What follows belongs to an exercise in optimizing a design on an open flow for small area; a production flow would make more cautious choices.
Function was checked by simulation only, so behaviour that the tests miss may differ from the original.
Power is estimated from default activity; no workload was simulated.

`config.mk`:
```
export PLATFORM = sky130hd
export DESIGN_NAME = ccsds_framer
export DESIGN_NICKNAME = ccsds_framer
export VERILOG_FILES = /design/flow/design.v
export SDC_FILE = /design/flow/constraint.sdc
export NUM_CORES = 4
export LEC_CHECK = 0
export CAP_MARGIN = 20
export CORE_MARGIN = 2
export CORE_UTILIZATION = 65
export PLACE_DENSITY = 0.72
export SLEW_MARGIN = 20
export SYNTH_HIERARCHICAL = 1
```
`constraint.sdc`:
```
create_clock -name core_clock -period 10.0 [get_ports {clk}]
set_input_delay 2.0000 -clock core_clock [delete_from_list [all_inputs] [get_ports {clk}]]
set_output_delay 2.0000 -clock core_clock [all_outputs]
set_load 0.01 [all_outputs]
```
`design.v`:
```
module ccsds_framer (
    input  wire         clk,
    input  wire         rst,           
    input  wire         rx_valid,
    input  wire [1:0]   rx_kind,       
    input  wire [7:0]   rx_data,
    output wire         rx_ready,
    input  wire         stop_req,
    output wire         tx_valid,
    input  wire         tx_ready,
    input  wire         tx_open,
    output wire         tx_eos,
    output wire [2:0]   tx_version,
    output wire         tx_type,
    output wire         tx_shf,
    output wire [10:0]  tx_apid,
    output wire [1:0]   tx_seqflags,
    output wire [13:0]  tx_seqcnt,
    output wire [15:0]  tx_dlen,
    output wire [31:0]  tx_sh_week,
    output wire [31:0]  tx_sh_ms,
    output wire [5:0]   tx_ud_len,
    output wire [495:0] tx_ud,         
    output wire [15:0]  tx_checksum,
    output wire [2:0]   state,
    output wire [3:0]   err_cause,
    output wire [1:0]   err_phase,
    output wire [16:0]  err_count,
    output wire         done,
    output wire         fault
);
    localparam [2:0] S_HDR    = 3'd0,
                     S_BODY   = 3'd1,
                     S_EMIT   = 3'd2,
                     S_STOP   = 3'd3,
                     S_FAULT  = 3'd4;
    localparam [2:0] C_TRUNC     = 3'd1,
                     C_CHECKSUM  = 3'd3,
                     C_CHCLOSED  = 3'd4,
                     C_UNDERLEN  = 3'd5,
                     C_IOFAIL    = 3'd6,
                     C_TOOLONG   = 3'd7;
    localparam W = 32 + 6 + 62*8 + 16;     
    function [15:0] crc_step;
        input [15:0] s;
        input [7:0]  b;
        integer i;
        reg [15:0] c;
        begin
            c = s ^ {b, 8'h00};
            for (i = 0; i < 8; i = i + 1)
                c = c[15] ? ((c << 1) ^ 16'h1021) : (c << 1);
            crc_step = c;
        end
    endfunction
    reg [2:0]  st;
    reg [5:0]  cnt;                
    reg [15:0] crc;
    reg        stop;
    reg [2:0]  e_cause;
    reg        e_body;             
    reg        flag;               
    reg [7:0]   r_h0, r_h1, r_h2, r_h3;
    reg [5:0]   r_dlen;
    reg [495:0] r_d;
    reg [W-1:0] hd, sd, x0, x1;
    reg         rr, rw;            
    reg [2:0]   count;
    wire closed = (st == S_STOP) || (st == S_FAULT);
    wire r_shf  = r_h0[3];
    wire in_hdr   = (st == S_HDR);
    wire in_body  = (st == S_BODY);
    wire boundary = (cnt == 6'd0);
    assign rx_ready = (in_hdr && !(boundary && stop)) || in_body;
    wire   rx_fire  = rx_valid && rx_ready;
    wire   rx_byte  = rx_fire && (rx_kind == 2'd0);
    wire   pop      = tx_valid && tx_ready;
    wire [15:0] crc_in   = (in_hdr && boundary) ? 16'hFFFF : crc;
    wire [15:0] crc_next = crc_step(crc_in, rx_data);
    wire d_under  = r_shf ? (r_dlen < 6'd9) : (r_dlen == 6'd0);
    wire d_ck_bad = !flag;
    wire full     = count[2];
    wire push     = (st == S_EMIT) && !d_under && !d_ck_bad && tx_open && !full;
    always @(posedge clk) begin
        if (rst) begin
            st      <= S_HDR;
            cnt     <= 6'd0;
            stop    <= 1'b0;
            e_cause <= 3'd0;
            e_body  <= 1'b0;
        end else begin
            if (stop_req)
                stop <= 1'b1;
            case (st)
            S_HDR: begin
                if (boundary && stop) begin
                    st <= S_STOP;
                end else if (rx_fire) begin
                    if (rx_kind == 2'd0) begin
                        if (cnt != 6'd5) begin
                            cnt <= cnt + 6'd1;
                        end else if (flag || rx_data[7:6] != 2'b00) begin
                            st      <= S_FAULT;
                            e_cause <= C_TOOLONG;
                        end else begin
                            cnt <= 6'd0;
                            st  <= S_BODY;
                        end
                    end else if (rx_kind == 2'd1 && boundary) begin
                        st <= S_STOP;
                    end else begin
                        st      <= S_FAULT;
                        e_cause <= (rx_kind == 2'd1) ? C_TRUNC : C_IOFAIL;
                    end
                end
            end
            S_BODY: begin
                if (rx_fire) begin
                    if (rx_kind == 2'd0) begin
                        if (cnt != r_dlen) begin
                            cnt <= cnt + 6'd1;
                        end else begin
                            cnt <= 6'd0;
                            st  <= S_EMIT;
                        end
                    end else begin
                        st      <= S_FAULT;
                        e_cause <= (rx_kind == 2'd1) ? C_TRUNC : C_IOFAIL;
                        e_body  <= 1'b1;
                    end
                end
            end
            S_EMIT: begin
                if (d_under) begin
                    st      <= S_FAULT;
                    e_cause <= C_UNDERLEN;
                end else if (d_ck_bad) begin
                    st      <= S_FAULT;
                    e_cause <= C_CHECKSUM;
                end else if (!tx_open) begin
                    st      <= S_FAULT;
                    e_cause <= C_CHCLOSED;
                end else if (!full) begin
                    st <= stop ? S_STOP : S_HDR;
                end
            end
            default: ;    
            endcase
        end
    end
    wire ck_hi = in_body && (cnt == r_dlen - 6'd1);
    wire ck_lo = in_body && (cnt == r_dlen);
    always @(posedge clk) begin
        if (rx_byte && !ck_hi && !ck_lo)
            crc <= crc_next;
    end
    wire hdr_wr  = rx_byte && in_hdr;
    wire body_wr = rx_byte && in_body;
    wire [7:0] dlo = 8'd1 << cnt[2:0];
    wire [7:0] dhi = 8'd1 << cnt[5:3];
    wire [7:0] wlo = dlo & {8{body_wr}};
    wire [7:0] hlo = dlo & {8{hdr_wr && dhi[0]}};
    wire [7:0] h0_n, h1_n, h2_n, h3_n;
    wire [5:0] dlen_n;
    sel2 #(8) u_h0 (.n0(hlo[0]), .n1(!hlo[0]), .a0(r_h0), .a1(rx_data), .y(h0_n));
    sel2 #(8) u_h1 (.n0(hlo[1]), .n1(!hlo[1]), .a0(r_h1), .a1(rx_data), .y(h1_n));
    sel2 #(8) u_h2 (.n0(hlo[2]), .n1(!hlo[2]), .a0(r_h2), .a1(rx_data), .y(h2_n));
    sel2 #(8) u_h3 (.n0(hlo[3]), .n1(!hlo[3]), .a0(r_h3), .a1(rx_data), .y(h3_n));
    sel2 #(6) u_dl (.n0(hlo[5]), .n1(!hlo[5]), .a0(r_dlen), .a1(rx_data[5:0]), .y(dlen_n));
    always @(posedge clk) begin
        r_h0   <= h0_n;
        r_h1   <= h1_n;
        r_h2   <= h2_n;
        r_h3   <= h3_n;
        r_dlen <= dlen_n;
        if (hlo[4])
            flag <= (rx_data != 8'h00);
        else if (rx_byte && ck_hi)
            flag <= (rx_data == crc[15:8]);
        else if (rx_byte && ck_lo)
            flag <= flag && (rx_data == crc[7:0]);
    end
    genvar p;
    generate
        for (p = 0; p < 62; p = p + 1) begin : g_rd
            localparam integer HS = (p < 54) ? (p / 8) + 1 : 0;
            wire we = wlo[p % 8] && (r_shf ? dhi[HS] : dhi[p / 8]);
            wire [7:0] nx;
            sel2 #(8) u_d (.n0(we), .n1(!we), .a0(r_d[8*p +: 8]), .a1(rx_data), .y(nx));
            always @(posedge clk)
                r_d[8*p +: 8] <= nx;
        end
    endgenerate
    wire [W-1:0] r_pkt = {crc, r_d, r_dlen, r_h3, r_h2, r_h1, r_h0};
    wire c0 = (count == 3'd0);
    wire c1 = (count == 3'd1);
    wire c2 = (count == 3'd2);
    wire ge2 = !c0 && !c1;
    wire ge3 = ge2 && !c2;
    wire h_from_s = pop && ge2;
    wire h_from_r = push && (c0 || (c1 && pop));
    wire s_from_x = pop && ge3;
    wire s_from_r = push && ((c1 && !pop) || (c2 && pop));
    wire x_write  = push && ((c2 && !pop) || ge3);
    wire nh_hold = h_from_s || h_from_r;
    wire nh_s    = !h_from_s;
    wire nh_r    = !h_from_r;
    wire ns_hold = s_from_x || s_from_r;
    wire ns_x0   = !(s_from_x && !rr);
    wire ns_x1   = !(s_from_x && rr);
    wire ns_r    = !s_from_r;
    wire x0_w = x_write && !rw;
    wire x1_w = x_write &&  rw;
    wire [W-1:0] hd_n, sd_n, x0_n, x1_n;
    sel3 #(W) u_hd (.n0(nh_hold), .n1(nh_s), .n2(nh_r),
                    .a0(hd), .a1(sd), .a2(r_pkt), .y(hd_n));
    sel4 #(W) u_sd (.n0(ns_hold), .n1(ns_x0), .n2(ns_x1), .n3(ns_r),
                    .a0(sd), .a1(x0), .a2(x1), .a3(r_pkt), .y(sd_n));
    sel2 #(W) u_x0 (.n0(x0_w), .n1(!x0_w), .a0(x0), .a1(r_pkt), .y(x0_n));
    sel2 #(W) u_x1 (.n0(x1_w), .n1(!x1_w), .a0(x1), .a1(r_pkt), .y(x1_n));
    always @(posedge clk) begin
        hd <= hd_n;
        sd <= sd_n;
        x0 <= x0_n;
        x1 <= x1_n;
    end
    always @(posedge clk) begin
        if (rst) begin
            rr    <= 1'b0;
            rw    <= 1'b0;
            count <= 3'd0;
        end else begin
            if (s_from_x)
                rr <= !rr;
            if (x_write)
                rw <= !rw;
            count <= count + {2'b00, push} - {2'b00, pop};
        end
    end
    wire [W-1:0] head = hd;
    wire [7:0]  h0   = head[7:0];
    wire [7:0]  h1   = head[15:8];
    wire [7:0]  h2   = head[23:16];
    wire [7:0]  h3   = head[31:24];
    wire [5:0]  dlen = head[37:32];
    wire [495:0] d   = head[533:38];
    wire [15:0] ck   = head[549:534];
    assign tx_valid    = (count != 3'd0);
    assign tx_eos      = (count == 3'd0) && closed;
    assign tx_version  = h0[7:5];
    assign tx_type     = h0[4];
    assign tx_shf      = h0[3];
    assign tx_apid     = {h0[2:0], h1};
    assign tx_seqflags = h2[7:6];
    assign tx_seqcnt   = {h2[5:0], h3};
    assign tx_dlen     = {10'd0, dlen};
    assign tx_sh_week  = {d[8*56 +: 8], d[8*57 +: 8], d[8*58 +: 8], d[8*59 +: 8]};
    assign tx_sh_ms    = {d[8*60 +: 8], d[8*61 +: 8], d[8*54 +: 8], d[8*55 +: 8]};
    assign tx_ud_len   = dlen - 6'd1 - {h0[3], 3'b000};
    assign tx_ud       = d;
    assign tx_checksum = ck;
    wire is_fault = (st == S_FAULT);
    wire ph_emit  = (e_cause == C_CHECKSUM) || (e_cause == C_CHCLOSED) ||
                    (e_cause == C_UNDERLEN);
    assign state     = st;
    assign err_cause = {1'b0, e_cause};
    assign err_phase = {ph_emit, e_body};
    assign err_count = {11'd0, is_fault ? cnt : 6'd0};
    assign done      = (st == S_STOP);
    assign fault     = is_fault;
endmodule
module sel2 #(parameter W = 1) (
    input  wire         n0, n1,
    input  wire [W-1:0] a0, a1,
    output wire [W-1:0] y
);
    assign y = ({W{n0}} | a0) & ({W{n1}} | a1);
endmodule
module sel3 #(parameter W = 1) (
    input  wire         n0, n1, n2,
    input  wire [W-1:0] a0, a1, a2,
    output wire [W-1:0] y
);
    assign y = ({W{n0}} | a0) & ({W{n1}} | a1) & ({W{n2}} | a2);
endmodule
module sel4 #(parameter W = 1) (
    input  wire         n0, n1, n2, n3,
    input  wire [W-1:0] a0, a1, a2, a3,
    output wire [W-1:0] y
);
    assign y = ({W{n0}} | a0) & ({W{n1}} | a1) & ({W{n2}} | a2) & ({W{n3}} | a3);
endmodule
```
`flow/run.sh`:
```
#!/bin/bash
# Standard ORFS layout (the standard.sh) with two changes:
#  - ports are buffered with the smallest buffer (buf_1)
#  - CTS: clkbuf_16 root, clkbuf_8 elsewhere, sink clusters of up to 20
#    within 60 um, and no dummy loads
# make's full output goes to flow_make.log; ORFS keeps each tool's log under orfs/logs.
set -euo pipefail
cd "$(dirname "$0")/.."
bash standard.sh \
  "BUFFER_PORTS_ARGS=-buffer_cell sky130_fd_sc_hd__buf_1" \
  "CTS_ARGS=-sink_clustering_enable -repair_clock_nets -dont_use_dummy_load -buf_list {sky130_fd_sc_hd__clkbuf_8} -root_buf sky130_fd_sc_hd__clkbuf_16 -sink_clustering_size 20 -sink_clustering_max_diameter 60" \
  finish > flow_make.log 2>&1
```
`standard.sh`:
```
#!/bin/bash
# synth_recipe.tcl (not shown) runs the flow's synth.tcl, then flattens the netlist and writes it again
# the make line also repeats each setting of config.mk as NAME=value (left out here)
make -C /OpenROAD-flow-scripts/flow DESIGN_CONFIG=/design/flow/config.mk WORK_HOME=/design/flow/orfs CLKGATE_MAP_FILE= SYNTH_SCRIPT=/design/flow/synth_recipe.tcl "${@:-finish}"
```
==> out/metrics.yaml, run 1 <==
outcome: "timing/DRC/antenna clean"
stdcell_count: 11010
r2r_end: "x1[424]"
die_x_um: 388.8
cts-root-buf: "clkbuf_16"
cts_setup_buffers: 0
synth_edf_count: 17
num-fill-cells: 12010
ys_ff_latch: 2770
p_per_area_nw_per_um2: 278.6
clock_path_buffers: 3
finalWirelength_mm: 279.7
synth_area_per_cell_um2: 10.60
yosys.area_share.adder: 0.001755
setup_viol: 0
cts_hold_buffers: 0
critical_path_class: "input port to flip-flop"
synth_top_family_by_area: "compound AO/OA/AOI/OAI gates"
ir_drop_uv: 201.0
nets: 9109
syn_inst: 9077
ys.flop_type: "dfxtp_1"
grt_antenna_before_repair: 2
start_util: 0.6534
crit_start: "tx_open"
cp_data_arrival_time_ns: 5.92
ff2ff_path_depth: 8
num_rows: 141
start_kind: "input port"
multi_input_area_um2: 33340
coreArea_um2: 147300
rrSetupSlack_ns: 5.03
synth_compound_area_frac: 0.2597
ys_seq_area_frac: 0.5779
placed_cells: 10840
cts_resized: 0
regArea_um2: 55620
maxCapViolCount: 0
min_period_ns: 5.200
die_y_um: 388.8
wl_per_cell_um: 25.40
worstHoldStart: "sd[277]"
postRouteAntennaNets: 0
max_slew_margin: 0.1845
clock_latency_ns: 0.83
synth.distinct_cells: 66
post-route-period-util: 0.5200
grt_max_degree: 182
grt_pass1_wl_mm: 417.5
vias_per_cell: 6.696
cts_buffers: 167
globalRoute.totalOverflow: 0
first_pass_iters: 8
synth_warnings: 7
async_flop_share: 0
syn2layout_area_growth_pct: 1.197
end_kind: "flip-flop"
grt_util_all_layers: 0.3510
synth.mux.area_fraction: 0.0004160
hold_class: "flip-flop to flip-flop"
port_buffers: 654
num_vias: 73740
synth_area_um2: 96250
path_clk_slew_ns: 0.12
finalMaxSlewViolations: 0
fmax_mhz: 192.3
drive_gt1_frac: 0.03260
skew_ns: 0.1022
worstPathMaxFanout: 104
htreeDepth: 4
finalHoldViolCount: 0
synth-xor-area-share: 0.006681
cts_sinks: 2770
grt_pass1_vias: 69730
power.leakage_nw: 37.14
die_area_um2: 151200
synth_simple_gate_area_frac: 0.07617
reg2reg_from: "st[1]"
drt_iter0_drc: 6648
cp.required_ns: 10.72
rsz0062_at_grt: "false"
gp_congestion: 0.8497
cts_tree: "done"
drc_errors: 0
io_pins: 677
worst_pin_slew_ns: 1.223
tns_ns: 0
crit_end: "x1[424]"
hpwl_mm: 148.4
==> worst max-delay path: stages <==
cell and delay (ns):
buf_1 0.11, and3_1 0.21, o31ai_4 0.14, nor3_1 0.57, nand2_4 0.65, inv_8 0.90
buf_4 0.89, o22a_1 0.28
==> Yosys cell counts, types with 6 or more instances <==
cell	count	area share
a21oi_1	14	0.00073
and2_1	11	0.00071
and3_1	16	0.0010
buf_2	307	0.016
buf_4	294	0.023
buf_6	269	0.031
clkbuf_1	29	0.0011
clkbuf_4	16	0.0012
dfxtp_1	2753	0.57
edfxtp_1	17	0.0053
ha_1	11	0.0014
inv_1	89	0.0035
nand2_1	83	0.0032
nand2b_1	6	0.00039
nand3_1	9	0.00047
nor2_1	1700	0.066
nor3_1	10	0.00052
nor4_1	10	0.00065
o21ai_0	9	0.00047
o22a_1	1634	0.15
o22ai_1	1651	0.11
xnor2_1	37	0.0034
xor2_1	29	0.0026
==> layer usage <==
metal / vias to the layer above / share of wire / global-route usage
li1: 33340 / - / -
met1: 36760 / 0.41 / 0.4527
met5: - / 0.00051 / 0.005742
met3: 531 / 0.088 / 0.07469
met2: 3107 / 0.46 / 0.5645
met4: 4 / 0.048 / 0.1638
==> power by group <==
group	total [mW]	leakage (nW)	internal [mW]	switching, mW
combinational	6.96	13.2	2.67	4.29
sequential	15.4	22.7	13.6	1.79
clock	4.79	1.21	1.52	3.27
==> through the flow <==
stage / total power, mW / hold WS (ns) / setup slack, ns / util / cell area, µm²
2_1_floorplan: 19.93 / 0.4380 / 6.174 / - / 96330
3_3_place_gp: 22.16 / 0.4536 / 4.135 / 0.6455 / 95080
3_5_place_dp: 22.46 / 0.4617 / 4.121 / 0.6455 / 95090
4_1_cts: 27.08 / 0.4230 / 4.977 / 0.6612 / 97400
5_1_grt: 28.42 / 0.4616 / 4.621 / 0.6612 / 97400
6_report: 27.14 / 0.4211 / 4.800 / 0.6612 / 97410
==> sequential cells by signal, summed over array words and instances, names as in the netlist, 6 cells and up <==
signal	count
hd	550
sd	550
x0	550
x1	550
r_d	496
crc	16
r_h0	8
r_h1	8
r_h2	8
r_h3	8
cnt	6
r_dlen	6
==> kinds of logic (layout without fill, tap and decap cells) <==
family / count (synthesis) / after routing
AOI/OAI and AO/OA: 3334 / 3334
buffers and inverters: 1011 / 992
xor gates and xnor gates: 70 / 70
other: 1 / 25
muxes: 4 / 4
adders and majority gates: 13 / 13
and+or+nand+nor: 1874 / 1874
DFF: 2770 / 2770
==> layout by cell type, fill, tap and decap left out, types with 4 or more instances in the layout <==
master,synthesis,routed
dfxtp_1,2753,2753
nor2_1,1700,1700
o22ai_1,1651,1651
o22a_1,1634,1634
buf_1,0,646
clkbuf_8,0,166
inv_1,89,87
nand2_1,83,80
buf_4,294,58
xnor2_1,37,37
xor2_1,29,29
conb_1,1,22
buf_12,5,21
edfxtp_1,17,17
and3_1,16,16
a21oi_1,14,14
ha_1,11,11
nor3_1,10,10
nor4_1,10,10
and2_1,11,9
nand3_1,9,8
o21ai_0,9,8
clkbuf_4,16,8
nand4_1,5,5
nor2b_1,5,4
xnor2_2,4,4
nand2b_1,6,4
o21ai_1,4,4
mux2i_1,4,4
==> final cells by class <==
cell class	instances	share of cell area
flip-flops and latches	2770	0.5710
repair buffers	734	0.03441
diodes	3	0.00007707
inverters	91	0.003661
well taps	1930	0.02479
clock buffers	167	0.02371
multi-input cells	5317	0.3423
==> worst min path at each step <==
stage,to,cells past startpoint
2_1_floorplan,e_body,2
3_3_place_gp,x0[418],1
3_5_place_dp,x1[106],1
4_1_cts,hd[416],2
5_1_grt,hd[277],2
6_report,hd[277],2
==> run 2, diff against run 1 <==
--- a/config.mk
+++ b/config.mk
@@ -7,7 +7,7 @@
 export LEC_CHECK = 0
 export CAP_MARGIN = 20
 export CORE_MARGIN = 2
-export CORE_UTILIZATION = 65
-export PLACE_DENSITY = 0.72
+export CORE_UTILIZATION = 80
+export PLACE_DENSITY = 0.86
 export SLEW_MARGIN = 20
 export SYNTH_HIERARCHICAL = 1
==> run 2 against run 1 <==
- first-iteration DRC count up 40%
- utilization up 15 points
- combinational power up 2%
- cell count down 2.9%
- cell area down 0.55%
- sequential power about the same
- synthesized cell count unchanged
- routed wire length down 2.7%
- via count up 2.6%
- die area down 19%
- flip-flop and latch count unchanged
- non-clock buffer count down 1
==> out/metrics.yaml, run 2 <==
outcome: "timing/DRC/antenna clean"
finalHoldViolCount: 0
cts_hold_buffers: 0
synthTopCellsByArea: "dfxtp_1 (57%), o22a_1 (15%), o22ai_1 (11%)"
synth_top_area_cell: "dfxtp_1"
hold_class: "flip-flop to flip-flop"
grt_pass1_vias: 71190
hold_ws_ns: 0.4296
fmax_mhz: 176.7
num_rows: 127
crit_top_cell: "buf_4"
worstPathMaxFanout: 160
htreeDepth: 4
io_pins: 677
synth_area_um2: 96250
path_buf_inv: 4
cts_setup_buffers: 0
rsz0062_at_grt: "false"
cp.required_ns: 10.72
ir_drop_uv: 202.4
async_flop_share: 0
path_clk_slew_ns: 0.12
p_per_area_nw_per_um2: 280.1
syn2layout_area_growth_pct: 0.6383
ys_seq_area_frac: 0.5779
power.leakage_nw: 37.06
grt_pass1_wl_mm: 404.7
cts_resized: 0
start_kind: "flip-flop"
globalRoute.totalOverflow: 0
regArea_um2: 55620
setup_viol: 0
clock_latency_ns: 0.82
gp_congestion: 0.9156
synth_edf_count: 17
grt_antenna_before_repair: 3
synth_area_per_cell_um2: 10.60
cpPeakStageDelay_ns: 0.93
syn_inst: 9077
finalMaxSlewViolations: 0
clock_path_buffers: 3
maxCapViolCount: 0
die_area_um2: 123100
post-route-period-util: 0.5660
die_x_um: 350.9
placed_cells: 10520
cts-root-buf: "clkbuf_16"
min_period_ns: 5.660
vias_per_cell: 7.076
skew_ns: 0.06610
grt_max_degree: 199
num_vias: 75630
nets: 9100
drt_iter0_drc: 9304
first_pass_iters: 6
end_kind: "flip-flop"
cts_buffers: 159
synth_most_common_cell: "dfxtp_1"
layout_commonest_cell: "dfxtp_1"
hpwl_mm: 148.1
place_area_um2: 94650
port_buffers: 654
cp_data_arrival_time_ns: 6.38
synth_warnings: 7
drc_errors: 0
drive_gt1_frac: 0.03153
coreArea_um2: 119700
utilization: 0.8096
critical_path_class: "flip-flop to flip-flop"
ys.flop_type: "dfxtp_1"
cts_sinks: 2770
crit_chain: "inv_1 -> ha_1 -> nand2b_4 -> maj3_2 -> o31ai_4 -> nor3_1 -> nand2_4 -> buf_12 -> buf_4 -> buf_4 -> o22ai_1 -> nor2_1"
grt_util_all_layers: 0.4180
postRouteAntennaNets: 0
multi_input_area_um2: 33340
fin_area_um2: 96870
synth_common_cells: "dfxtp_1 (2,753), nor2_1 (1,700), o22ai_1 (1,651)"
tns_ns: 0
cts_tree: "done"
cpLargestDelayFamily: "buffers and inverters"
synth_top_area_share: 0.5726
num-fill-cells: 7743
start_util: 0.8044
worst_path_max_delay_cell: "buf_4"
worst_pin_slew_ns: 1.280
layout_common_cells: "dfxtp_1 (2,753), nor2_1 (1,700), o22ai_1 (1,651)"
synth.distinct_cells: 66
max_slew_margin: 0.1465
finalWirelength_mm: 272.2
wl_per_cell_um: 25.47
ys_ff_latch: 2770
stdcell_count: 10690
die_y_um: 350.9
[run 2: cell counts after synthesis]
No cell type changed its count.
[run 2: where the power goes]
| part | switching (mW) | leakage [nW] | internal, mW | total (mW) |
|---|---|---|---|---|
| clock | 3.20 | 1.15 | 1.45 | 4.65 |
| combinational | 4.40 | 13.2 | 2.67 | 7.07 |
| sequential | 1.82 | 22.7 | 13.6 | 15.4 |
| total | 9.42 | 37.1 | 17.7 | 27.1 |
[run 2: metrics by stage]
step / setup slack (ns) / power, mW
after floorplan: 6.174 / 19.93
after global placement: 4.005 / 22.04
after detailed placement: 3.911 / 22.45
after CTS: 4.720 / 26.86
after global routing: 4.423 / 28.29
final: 4.340 / 27.13
[run 2: final timing paths]
kind	start	endpoint	slack, ns	cells past startpoint
hold reg to reg	sd[20]	hd[20]	0.43	2
hold / removal	sd[20]	hd[20]	0.43	2
setup reg to reg	r_dlen[0]	hd[383]	4.34	12
setup / recovery	r_dlen[0]	hd[383]	4.34	12
[run 2: cell families (layout without fill, tap and decap cells)]
family | after synthesis | in the layout | share of synthesized area
AO/OA/AOI/OAI | 3334 | 3334 | 0.2597
flip-flops | 2770 | 2770 | 0.5779
AND/OR/NAND/NOR | 1874 | 1874 | 0.07617
buffers and inverters | 1011 | 983 | 0.07733
XOR/XNOR | 70 | 70 | 0.006681
adder cells (fa/ha/maj) | 13 | 13 | 0.001755
multiplexers | 4 | 4 | 0.0004160
other | 1 | 28 | 0.00003896
[run 2: cell type report]
| class | count | area share |
|---|---|---|
| Sequential cell | 2770 | 0.5742 |
| Inverter | 91 | 0.003681 |
| Timing Repair Buffer | 733 | 0.03423 |
| Clock buffer | 159 | 0.02271 |
| Multi-Input combinational cell | 5317 | 0.3442 |
| Antenna cell | 6 | 0.0001550 |
| Tap cell | 1612 | 0.02082 |
[run 2: worst min-delay path, delay by kind of cell (launching register included)]
kind             cells  cell delay (ns)
DFF                  1             0.32
and+or+nand+nor      2             0.15
[run 2: layer usage]
metal,vias up,global-route usage,wire length [µm]
met5,-,0,0
met4,0,0.2613,17810
met3,834,0.1023,31050
met2,4370,0.6606,122200
met1,37100,0.5164,101200
li1,33330,-,-
==> run 3, diff against run 2 <==
--- a/config.mk
+++ b/config.mk
@@ -5,9 +5,9 @@
 export SDC_FILE = /design/flow/constraint.sdc
 export NUM_CORES = 4
 export LEC_CHECK = 0
-export CAP_MARGIN = 20
+export CAP_MARGIN = 10
 export CORE_MARGIN = 2
 export CORE_UTILIZATION = 80
 export PLACE_DENSITY = 0.86
-export SLEW_MARGIN = 20
+export SLEW_MARGIN = 10
 export SYNTH_HIERARCHICAL = 1
==> run 3 against run 2 <==
- still clean
- via count unchanged
- count of clock-buffer cells in the layout unchanged
- area after synthesis unchanged
- worst setup slack unchanged
==> out/metrics.yaml, run 3 <==
post-place-ws_ns: 3.911
tns_ns: 0
num-fill-cells: 7743
vias_per_cell: 7.076
cts_hold_buffers: 0
wl_per_cell_um: 25.47
worst_pin_slew_ns: 1.280
power.leakage_nw: 37.06
critical_path_class: "flip-flop to flip-flop"
grt_antenna_before_repair: 3
rrSetupSlack_ns: 4.34
start_util: 0.8044
finalHoldViolCount: 0
reg2reg_from: "r_dlen[0]"
crit_top_cell: "buf_4"
synth_top_area_share: 0.5726
synth_warnings: 7
synth_area_um2: 96250
cts_buffers: 159
p_per_area_nw_per_um2: 280.1
hpwl_mm: 148.1
first_pass_iters: 6
worstHoldStart: "sd[20]"
layout_commonest_cell: "dfxtp_1"
coreArea_um2: 119700
synth_top_area_cell: "dfxtp_1"
cpPeakStageDelay_ns: 0.93
setup_viol: 0
synth_area_per_cell_um2: 10.60
start_kind: "flip-flop"
post-route-period-util: 0.5660
path_buf_inv: 4
layout_common_cells: "dfxtp_1 (2,753), nor2_1 (1,700), o22ai_1 (1,651)"
synth_most_common_cell: "dfxtp_1"
max_slew_margin: 0.1465
postRouteAntennaNets: 0
fmax_mhz: 176.7
min_path_cells: 2
finalWirelength_mm: 272.2
cp_data_arrival_time_ns: 6.38
io_pins: 677
grt_max_degree: 199
cts_tree: "done"
port_buffers: 654
grt_pass1_vias: 71190
num_rows: 127
syn2layout_area_growth_pct: 0.6383
ir_drop_uv: 202.4
nets: 9100
r2r_end: "hd[383]"
cts-root-buf: "clkbuf_16"
finalMaxSlewViolations: 0
utilization: 0.8096
fin_ws_ns: 4.340
grt_pass1_wl_mm: 404.7
syn_inst: 9077
cts_setup_buffers: 0
die_x_um: 350.9
drc_errors: 0
gp_congestion: 0.9156
rsz0062_at_grt: "false"
ys.flop_type: "dfxtp_1"
multi_input_area_um2: 33340
crit_start: "r_dlen[0]"
hold_class: "flip-flop to flip-flop"
ff2ff_path_depth: 12
num_vias: 75630
regArea_um2: 55620
crit_chain: "inv_1 -> ha_1 -> nand2b_4 -> maj3_2 -> o31ai_4 -> nor3_1 -> nand2_4 -> buf_12 -> buf_4 -> buf_4 -> o22ai_1 -> nor2_1"
synth_edf_count: 17
grt_util_all_layers: 0.4180
drive_gt1_frac: 0.03153
die_area_um2: 123100
min_delay_worst_endpoint: "hd[20]"
path_clk_slew_ns: 0.12
cpLargestDelayFamily: "buffers and inverters"
clock_path_buffers: 3
drt_iter0_drc: 9304
outcome: "timing/DRC/antenna clean"
ys_ff_latch: 2770
maxCapViolCount: 0
total_power_mw: 27.13
clock_latency_ns: 0.82
synth_common_cells: "dfxtp_1 (2,753), nor2_1 (1,700), o22ai_1 (1,651)"
skew_ns: 0.06610
min_period_ns: 5.660
synthTopCellsByArea: "dfxtp_1 (57%), o22a_1 (15%), o22ai_1 (11%)"
cts_resized: 0
worstPathMaxFanout: 160
synth.distinct_cells: 66
cts_sinks: 2770
ys_seq_area_frac: 0.5779
cp.required_ns: 10.72
globalRoute.totalOverflow: 0
htreeDepth: 4
worst_path_max_delay_cell: "buf_4"
end_kind: "flip-flop"
async_flop_share: 0
die_y_um: 350.9
## run 3: cell counts after synthesis
Identical to the previous run, type by type.
## run 3: cell type report
| type | count | share of cell area |
|---|---|---|
| Antenna cell | 6 | 0.0001550 |
| Clock buffer | 159 | 0.02271 |
| Inverter | 91 | 0.003681 |
| Multi-Input combinational cell | 5317 | 0.3442 |
| Sequential cell | 2770 | 0.5742 |
| Tap cell | 1612 | 0.02082 |
| Timing Repair Buffer | 733 | 0.03423 |
## run 3: power breakdown
group	switching [mW]	internal, mW	total, mW
sequential	1.82	13.6	15.4
clock	3.20	1.45	4.65
combinational	4.40	2.67	7.07
total	9.42	17.7	27.1
## run 3: worst max path at each step
stage	endpoint	slack, ns	cells past startpoint
floorplan	count[2]	6.17	11
global placement	hd[403]	4.01	10
detailed placement	hd[392]	3.91	10
CTS	hd[383]	4.72	12
global route	hd[496]	4.42	12
finish	hd[383]	4.34	12
## run 3: metrics by stage
stage                     hold slack, ns  instance area, µm²  instances
after global placement            0.4536               94650      10520
after floorplan                   0.4380               96330       9098
after detailed placement          0.4617               94650      10520
after CTS                         0.4347               96850      10680
after global routing              0.4419               96860      10680
final                             0.4296               96870      10690
## run 3: routing by layer
layer	GRT usage	wire [µm]
met1	0.5164	101200
met2	0.6606	122200
met3	0.1023	31050
met4	0.2613	17810
met5	0	0
## run 3: kinds of logic after synthesis
| group | share of synthesized area |
|---|---|
| flip-flops | 0.5779 |
| other | 0.00003896 |
| XOR/XNOR | 0.006681 |
| multiplexers | 0.0004160 |
| adder cells (fa/ha/maj) | 0.001755 |
| buffers and inverters | 0.07733 |
| AO/OA/AOI/OAI | 0.2597 |
| AND/OR/NAND/NOR | 0.07617 |
## run 3: tightest hold or removal path, stage by stage, from the launching register on
cell,delay [ns]
dfxtp_1,0.32
nor2_1,0.05
nor2_1,0.10
==> run 4, diff against run 3 <==
==> flow/run.sh (replaced) <==
#!/bin/bash
# Standard ORFS layout (the standard.sh) with two changes:
#  - ports are buffered with the smallest buffer (buf_1)
#  - CTS: clkbuf_16 root, clkbuf_8 elsewhere, sink clusters of up to 16
#    within 50 um, and no dummy loads
# make's full output goes to flow_make.log; ORFS keeps each tool's log under orfs/logs.
set -euo pipefail
cd "$(dirname "$0")/.."
bash standard.sh \
  "BUFFER_PORTS_ARGS=-buffer_cell sky130_fd_sc_hd__buf_1" \
  "CTS_ARGS=-sink_clustering_enable -repair_clock_nets -dont_use_dummy_load -buf_list {sky130_fd_sc_hd__clkbuf_8} -root_buf sky130_fd_sc_hd__clkbuf_16 -sink_clustering_size 16 -sink_clustering_max_diameter 50" \
  finish > flow_make.log 2>&1
==> config.mk (replaced) <==
export PLATFORM = sky130hd
export DESIGN_NAME = ccsds_framer
export DESIGN_NICKNAME = ccsds_framer
export VERILOG_FILES = /design/flow/design.v
export SDC_FILE = /design/flow/constraint.sdc
export NUM_CORES = 4
export LEC_CHECK = 0
export CAP_MARGIN = 20
export CORE_MARGIN = 2
export CORE_UTILIZATION = 65
export PLACE_DENSITY = 0.72
export SLEW_MARGIN = 20
export SYNTH_HIERARCHICAL = 1
==> run 4 against run 3 <==
- critical path type is now input port to flip-flop
- largest cell class unchanged
- flip-flop and latch count unchanged
- worst setup slack improved by 0.43 ns
- sequential share of layout area shrank 0.63 points
- still clean
- area after synthesis is the same
- die area increased by 23%
- hold slack got worse by 0.021 ns
- cell area up 1.1%
- highest routed layer is now met5
==> out/metrics.yaml, run 4 <==
outcome: "timing/DRC/antenna clean"
cts_hold_buffers: 0
die_area_um2: 151200
skew_ns: 0.1213
first_pass_iters: 6
drive_gt1_frac: 0.03674
ir_drop_uv: 199.7
vias_per_cell: 6.707
htreeDepth: 4
port_buffers: 654
stdcell_count: 11050
cts_tree: "done"
tns_ns: 0
cts_sinks: 2770
path_clk_slew_ns: 0.09
synth_area_um2: 96250
ys.flop_type: "dfxtp_1"
grt_pass1_wl_mm: 418.6
worst_path_max_delay_cell: "inv_8"
synth_area_per_cell_um2: 10.60
die_x_um: 388.8
synth_most_common_cell: "dfxtp_1"
ys_ff_latch: 2770
crit_chain: "buf_1 -> and3_1 -> o31ai_4 -> nor3_1 -> nand2_4 -> inv_8 -> buf_4 -> o22a_1"
cts_resized: 0
fmax_mhz: 191.3
start_util: 0.6534
synth.distinct_cells: 66
synth_common_cells: "dfxtp_1 (2,753), nor2_1 (1,700), o22ai_1 (1,651)"
clock_path_buffers: 3
cp.required_ns: 10.72
min_period_ns: 5.227
cpPeakStageDelay_ns: 0.90
gr-usage-met1: 0.4547
syn_inst: 9077
max_slew_margin: 0.2087
coreArea_um2: 147300
layout_commonest_cell: "dfxtp_1"
p_per_area_nw_per_um2: 281.3
postRouteAntennaNets: 0
total_power_mw: 27.55
setup_viol: 0
synth_top_area_cell: "dfxtp_1"
ys_seq_area_frac: 0.5779
cp_data_arrival_time_ns: 5.95
finalWirelength_mm: 280.3
critical_path_class: "input port to flip-flop"
worstPathMaxFanout: 104
layout_common_cells: "dfxtp_1 (2,753), nor2_1 (1,700), o22ai_1 (1,651)"
end_kind: "flip-flop"
hpwl_mm: 148.4
die_y_um: 388.8
drt_iter0_drc: 6669
synthTopCellsByArea: "dfxtp_1 (57%), o22a_1 (15%), o22ai_1 (11%)"
drc_errors: 0
maxCapViolCount: 0
cts_setup_buffers: 0
worst_pin_slew_ns: 1.187
cts-root-buf: "clkbuf_16"
num_vias: 74120
grt_use_met3: 0.07414
finalHoldViolCount: 0
syn2layout_area_growth_pct: 1.755
rsz0062_at_grt: "false"
io_pins: 677
clock_latency_ns: 0.81
grt_pass1_vias: 70140
post-route-period-util: 0.5227
placed_cells: 10840
wl_per_cell_um: 25.36
start_kind: "input port"
hold_class: "flip-flop to flip-flop"
cts_buffers: 206
synth_edf_count: 17
grt_antenna_before_repair: 2
grt_max_degree: 182
grtUsageMet2: 0.5672
busiest_layer: "met2"
num_rows: 141
globalRoute.totalOverflow: 0
grt_util_all_layers: 0.3515
synth_warnings: 7
finalMaxSlewViolations: 0
gp_congestion: 0.8497
power.leakage_nw: 37.42
nets: 9148
synth_top_area_share: 0.5726
async_flop_share: 0
-- run 4: worst paths after layout --
kind            from  endpoint  slack, ns  cells after the start
min reg2reg  sd[416]   hd[416]       0.41                      2
min          sd[416]   hd[416]       0.41                      2
max          tx_open   x1[345]       4.77                      8
max reg2reg    st[1]   x1[345]       4.98                      8
-- run 4: cell type report --
class | count | area [µm²]
inverter | 91 | 356.6
timing repair buffer | 734 | 3352
multi-input combinational | 5317 | 33340
clock buffer | 206 | 2846
fill | 11960 | 49370
tap | 1930 | 2415
antenna | 3 | 7.507
sequential | 2770 | 55620
-- run 4: report_power, final --
part           switching [mW]  internal, mW
Clock                    3.35          1.85
Sequential               1.80          13.6
Combinational            4.29          2.67
-- run 4: cell families after synthesis --
logic type | synth area share
multiplexers | 0.0004160
other | 0.00003896
buffers and inverters | 0.07733
adder cells (fa/ha/maj) | 0.001755
XOR/XNOR | 0.006681
AO/OA/AOI/OAI | 0.2597
AND/OR/NAND/NOR | 0.07617
flip-flops | 0.5779
-- run 4: per-stage QoR --
step | util | hold WS, ns | worst slack (ns) | instance area (µm²)
2_1_floorplan | - | 0.4380 | 6.174 | 96330
3_3_place_gp | 0.6455 | 0.4536 | 4.135 | 95080
3_5_place_dp | 0.6455 | 0.4617 | 4.121 | 95090
4_1_cts | 0.6648 | 0.4042 | 4.937 | 97930
5_1_grt | 0.6648 | 0.4537 | 4.609 | 97940
6_report | 0.6649 | 0.4089 | 4.773 | 97940
-- run 4: critical path, delay by kind of cell --
| kind | cells | cell delay [ns] |
|---|---|---|
| compound gates | 2 | 0.42 |
| simple gates | 3 | 1.46 |
| buf+inv | 3 | 1.90 |
-- run 4: layer usage --
metal / part of all wire / routed length (µm)
met5: 0.000046 / 13
met4: 0.046 / 12940
met3: 0.090 / 25310
met2: 0.46 / 128200
met1: 0.41 / 113800
==> run 5, diff against run 4 <==
--- a/config.mk
+++ b/config.mk
@@ -7,7 +7,7 @@
 export LEC_CHECK = 0
 export CAP_MARGIN = 20
 export CORE_MARGIN = 2
-export CORE_UTILIZATION = 65
-export PLACE_DENSITY = 0.72
+export CORE_UTILIZATION = 80
+export PLACE_DENSITY = 0.86
 export SLEW_MARGIN = 20
 export SYNTH_HIERARCHICAL = 1
==> run 5 against run 4 <==
- still clean
- utilization is 15 points higher
- clock skew shrank 0.063 ns
- critical path depth grew 4
- hold slack better by 0.048 ns
- area after synthesis is the same
- non-clock buffer count decreased by 1
- critical endpoint is now hd[392]
- largest cell class unchanged
==> out/metrics.yaml, run 5 <==
cts-root-buf: "clkbuf_16"
rsz0062_at_grt: "false"
die_x_um: 350.9
coreArea_um2: 119700
maxCapViolCount: 0
num_rows: 127
grt_max_degree: 199
wl_per_cell_um: 25.50
hpwl_mm: 148.1
fmax_mhz: 176.0
clock_latency_ns: 0.84
htreeDepth: 4
cts_hold_buffers: 0
worst_pin_slew_ns: 1.248
ys_ff_latch: 2770
cp.required_ns: 10.72
vias_per_cell: 7.079
p_per_area_nw_per_um2: 283.2
finalHoldViolCount: 0
clock_path_buffers: 3
synth.distinct_cells: 66
setup_viol: 0
ir_drop_uv: 200.6
hold_class: "flip-flop to flip-flop"
reg2reg_from: "r_dlen[0]"
cts_tree: "done"
postRouteAntennaNets: 0
worst_path_max_delay_cell: "buf_4"
cts_sinks: 2770
synth_area_um2: 96250
nets: 9139
drive_gt1_frac: 0.03568
cp_data_arrival_time_ns: 6.41
crit_top_cell: "buf_4"
synth_common_cells: "dfxtp_1 (2,753), nor2_1 (1,700), o22ai_1 (1,651)"
min_period_ns: 5.682
start_util: 0.8044
syn2layout_area_growth_pct: 1.191
layout_common_cells: "dfxtp_1 (2,753), nor2_1 (1,700), o22ai_1 (1,651)"
die_area_um2: 123100
synth_top_area_cell: "dfxtp_1"
end_kind: "flip-flop"
finalMaxSlewViolations: 0
syn_inst: 9077
grt_util_all_layers: 0.4210
min_path_cells: 2
cts_setup_buffers: 0
post-place-ws_ns: 3.911
ys_seq_area_frac: 0.5779
port_buffers: 654
gp_congestion: 0.9156
crit_start: "r_dlen[0]"
worstHoldStart: "sd[131]"
layout_commonest_cell: "dfxtp_1"
num_vias: 75920
power.leakage_nw: 37.34
synth_most_common_cell: "dfxtp_1"
path_clk_slew_ns: 0.10
tns_ns: 0
grt_pass1_wl_mm: 407.3
synth_warnings: 7
finalWirelength_mm: 273.5
io_pins: 677
rrSetupSlack_ns: 4.32
min_delay_worst_endpoint: "hd[131]"
r2r_end: "hd[392]"
synthTopCellsByArea: "dfxtp_1 (57%), o22a_1 (15%), o22ai_1 (11%)"
start_kind: "flip-flop"
skew_ns: 0.05817
synth_edf_count: 17
grt_pass1_vias: 71970
fin_ws_ns: 4.318
critical_path_class: "flip-flop to flip-flop"
ff2ff_path_depth: 12
drt_iter0_drc: 8766
post-route-period-util: 0.5682
cpPeakStageDelay_ns: 0.95
globalRoute.totalOverflow: 0
cts_resized: 0
ys.flop_type: "dfxtp_1"
crit_chain: "inv_1 -> ha_1 -> nand2b_4 -> maj3_2 -> o31ai_4 -> nor3_1 -> nand2_4 -> buf_12 -> buf_4 -> buf_4 -> o22ai_1 -> nor2_1"
first_pass_iters: 6
hold_ws_ns: 0.4569
cts_buffers: 198
outcome: "timing/DRC/antenna clean"
async_flop_share: 0
die_y_um: 350.9
drc_errors: 0
max_slew_margin: 0.1679
synth_top_area_share: 0.5726
worstPathMaxFanout: 160
grt_antenna_before_repair: 5
synth_area_per_cell_um2: 10.60
==> run 5: power breakdown <==
| part | total [mW] | internal [mW] | switching [mW] |
|---|---|---|---|
| registers | 15.4 | 13.6 | 1.83 |
| clock network | 5.07 | 1.78 | 3.29 |
| logic | 7.09 | 2.67 | 4.42 |
==> run 5: final cells by class <==
type,instances,area [µm²]
flip-flops and latches,2770,55620
multi-input cells,5317,33340
fillers,7610,22250
repair buffers,733,3316
clock buffers,198,2736
well taps,1612,2017
inverters,91,356.6
diodes,4,10.01
==> run 5: worst max-delay path by stage <==
stage / end / cells past startpoint
final: hd[392] / 12
after global routing: hd[496] / 12
after CTS: hd[392] / 12
after floorplan: count[2] / 11
after detailed placement: hd[392] / 10
after global placement: hd[403] / 10
==> run 5: cells by family (layout without fill, tap and decap cells) <==
group / after synthesis / after routing / synth area share
compound gates: 3334 / 3334 / 0.2597
xor+xnor: 70 / 70 / 0.006681
fa+ha+maj: 13 / 13 / 0.001755
buf+inv: 1011 / 1022 / 0.07733
flops: 2770 / 2770 / 0.5779
mux: 4 / 4 / 0.0004160
other cells: 1 / 26 / 0.00003896
simple gates: 1874 / 1874 / 0.07617
==> run 5: critical path: cells and delay by family, from the launching register on <==
kind,cells,cell delay (ns)
AOI/OAI and AO/OA,2,0.61
DFF,1,0.44
and+or+nand+nor,4,0.93
buffers and inverters,4,2.54
adders and majority gates,2,0.59
==> run 5: per-layer routing <==
metal  up-vias  GRT usage  part of all wire
met4         4     0.2636             0.063
li1      33400          -                 -
met1     37170     0.5146              0.37
met3       845     0.1088              0.12
met5         -          0          0.000095
met2      4504     0.6669              0.45
==> run 5: stage by stage <==
step	instances	power [mW]	instance area, µm²	util
2_1_floorplan	9098	19.93	96330	-
3_3_place_gp	10520	22.04	94650	0.7911
3_5_place_dp	10520	22.45	94650	0.7911
4_1_cts	10720	27.29	97390	0.8139
5_1_grt	10720	28.74	97390	0.8140
6_report	10730	27.59	97400	0.8140

-- separate check: timing with driven ports --
The results above use ideal ports. As a check the final layouts listed here were re-extracted and re-timed, cells and wires unchanged. Step 1 assumes that a clkbuf_16 drives the clock port and a buf_2 every other input. Step 2 also shifts input and output timing later by t, the mid clock arrival at the registers, as if the neighbouring blocks saw the same clock. Slacks: ideal ports / drivers / drivers and shift; pairs: ideal ports / drivers.
run	t (ns)	setup slack, ns	worst hold slack (ns)	worst register clock-pin slew, ns
run 1	0.862	4.800 / 4.866 / 4.004	0.421 / 0.421 / 0.421	0.12 / 0.12
run 2	0.865	4.340 / 4.340 / 3.580	0.430 / 0.430 / 0.430	0.12 / 0.12
run 3	0.865	4.340 / 4.340 / 3.580	0.430 / 0.430 / 0.430	0.12 / 0.12
run 4	0.842	4.773 / 4.838 / 3.996	0.409 / 0.409 / 0.409	0.10 / 0.10
run 5	0.886	4.318 / 4.318 / 3.563	0.457 / 0.457 / 0.457	0.10 / 0.10
After both steps setup and hold are still met in every run listed. The setup slack of run 1, which loses most, moves by +0.066 ns with the drivers and by -0.796 ns with both steps.
